What follows belongs to an exercise in optimizing a design on an open flow for small area, a short achievable clock period and few clock cycles; a production flow would make more cautious choices.
Only simulation tests tie the RTL to the original design; equivalence was not proved.
Power and IR drop assume default switching activity.

== run C ==
==> flow/design.v (excerpt) <==
module rx_framer #(
    parameter CAP         = 128,         
    parameter IDX_W       = 7,           
    parameter MAX_PAYLOAD = 48,          
    parameter STG_AW      = 6            
) (
    input  wire             clk,
    input  wire             rst,           
    input  wire             init,          
    input  wire             rx_valid,      
    input  wire [7:0]       rx_data,
    input  wire             cfg_valid,     
    input  wire [7:0]       cfg_max_type,
    input  wire [1:0]       cfg_sel,       
    output wire [7:0]       val_type,      
    output wire [7:0]       val_len,
    input  wire             val_ok,
    output wire             disp_valid,    
    input  wire             disp_ready,
    output wire [1:0]       disp_tag,
    output wire [7:0]       disp_type,
    output wire [7:0]       disp_len,
    input  wire [STG_AW-1:0] stg_raddr,    
    output wire [7:0]       stg_rdata,
    output wire [IDX_W-1:0] rx_count,      
    output wire [15:0]      overflow_count,
    output wire             rx_fault,
    output wire             configured
);
    localparam [7:0] START1 = 8'hA5;
    localparam [7:0] START2 = 8'h5A;
    localparam [2:0] S_AWAIT1 = 3'd0,
                     S_AWAIT2 = 3'd1,
                     S_TYPE   = 3'd2,
                     S_SEQ    = 3'd3,
                     S_LEN    = 3'd4,
                     S_PAY    = 3'd5,
                     S_CKH    = 3'd6,
                     S_CKL    = 3'd7;
    function [15:0] crc16_update;
        input [15:0] c;
        input [7:0]  b;
        integer k;
        reg [15:0] x;
        begin
            x = c ^ {b, 8'h00};
            for (k = 0; k < 8; k = k + 1)
                x = x[15] ? ((x << 1) ^ 16'h1021) : (x << 1);
            crc16_update = x;
        end
    endfunction
    reg [7:0]       ring [0:CAP-1];
    reg [7:0]       stg  [0:MAX_PAYLOAD-1];
    reg [IDX_W-1:0] head, tail, cursor;
    reg [IDX_W-1:0] count;          
    reg [15:0]      ovf_cnt;
    reg             fault;
    reg             spec_lost;
    reg [2:0]       pstate;
    reg             disp_pend;      
    reg [7:0]       packet_type;
  ...
==> flow/config.mk <==
export PLATFORM = sky130hd
export DESIGN_NAME = rx_framer
export DESIGN_NICKNAME = rx_framer
export VERILOG_FILES = /design/flow/design.v
export SDC_FILE = /design/flow/constraint.sdc
export NUM_CORES = 4
export LEC_CHECK = 0
export CAP_MARGIN = 20
export CORE_MARGIN = 2
export CORE_UTILIZATION = 55
export CTS_CLUSTER_DIAMETER = 120
export CTS_CLUSTER_SIZE = 30
export SETUP_SLACK_MARGIN = 4.4
export SLEW_MARGIN = 20
export SYNTH_HIERARCHICAL = 1
export SYNTH_MINIMUM_KEEP_SIZE = 0
==> flow/constraint.sdc <==
create_clock -name core_clock -period 8.5 [get_ports {clk}]
set_input_delay 1.7000 -clock core_clock [delete_from_list [all_inputs] [get_ports {clk}]]
set_output_delay 1.7000 -clock core_clock [all_outputs]
set_load 0.01 [all_outputs]
run.sh (not shown) runs the stock make flow with config.mk's settings and CLKGATE_MAP_FILE= SYNTH_SCRIPT=/design/flow/synth_recipe.tcl, a recipe that flattens the netlist after the stock synthesis.
Testbench counts of run C, summed over its fixed seeds: cycles 14,796.
## Diff of input files: run A against run C
-- flow/design.v --
<<< run C, line 246
            pstate            <= S_AWAIT1;
            disp_pend         <= 1'b0;
            sh_state          <= 2'd0;
            b_valid           <= 1'b0;
            rdptr             <= {IDX_W{1'b0}};
>>> run A, line 246
            pstate            <= S_AWAIT1;
            disp_pend         <= 1'b0;
            packet_type       <= 8'd0;
            seq_a5            <= 1'b0;
            payload_length    <= 6'd0;
            pidx              <= 6'd0;
            running_checksum  <= 16'd0;
            hi_ok             <= 1'b0;
            sh_state          <= 2'd0;
            sh_pos            <= {IDX_W{1'b0}};
            b_r               <= 8'd0;
            b_valid           <= 1'b0;
            rdptr             <= {IDX_W{1'b0}};
<<< run C, line 259
            pstate            <= n_pstate;
            disp_pend         <= n_disp_pend;
            sh_state          <= n_sh_state;
            b_valid           <= n_b_valid;
            rdptr             <= n_rdptr;
        end
    end
    always @(posedge clk) begin
        packet_type       <= n_type;
        seq_a5            <= n_seq_a5;
        payload_length    <= n_plen;
        pidx              <= n_pidx;
        running_checksum  <= n_run;
        hi_ok             <= n_hi_ok;
        sh_pos            <= n_sh_pos;
        b_r               <= n_b_r;
    end
    always @(posedge clk) begin
>>> run A, line 267
            pstate            <= n_pstate;
            disp_pend         <= n_disp_pend;
            packet_type       <= n_type;
            seq_a5            <= n_seq_a5;
            payload_length    <= n_plen;
            pidx              <= n_pidx;
            running_checksum  <= n_run;
            hi_ok             <= n_hi_ok;
            sh_state          <= n_sh_state;
            sh_pos            <= n_sh_pos;
            b_r               <= n_b_r;
            b_valid           <= n_b_valid;
            rdptr             <= n_rdptr;
        end
    end
    always @(posedge clk) begin
==> summary.txt <==
Both conditions hold for run A: the flow ran to the end and the final layout passed the timing, DRC and antenna checks.
Relative to run C, storage element area decreased by 1.2% in run A.
Changes observed in run A relative to run C: clock network power consumption flat; met1 track demand over resource in global routing down 2.0 points; final cell count up about 2%; buffers plus inverters on the worst setup path down 1.
Going from run C to run A, the final routed wirelength across all metal layers was found to have gone down by about 1.3%.
Run A ended up with sky130_fd_sc_hd__nand4_1 as its slowest stage cell on the critical path; run C ended up with sky130_fd_sc_hd__nor2_2.
The final reports for run A and run C show overall power lower in the former.
Of run A and run C, it is run A that has the lower share of the final layout cell area in sequential cells.
Testbench counts of run A, summed over its fixed seeds: cycles 14,796.

## static timing again, ports no longer ideal
No port has a modelled driver above. Below, the same layouts with a new extraction and two added sets of constraints.
Step 1, drivers: a clkbuf_16 drives clk and a buf_2 each remaining input, both assumed.
Step 2 also shifts input and output timing later by t, the mid clock arrival at the registers, as if the neighbouring blocks saw the same clock.
Slacks: ideal ports / drivers / drivers and shift; pairs: ideal ports / drivers.
run	t, ns	setup slack, ns	clock arrival spread, ns	cell pins on the clock port's net
run C	0.801	3.570 / 3.506 / 3.506	0.069 / 0.069	1
run A	0.782	3.694 / 3.612 / 3.612	0.058 / 0.057	1
After both steps setup and hold are still met in every run listed. The setup slack of run A, which loses most, moves by -0.082 ns with the drivers and by -0.082 ns with both steps.
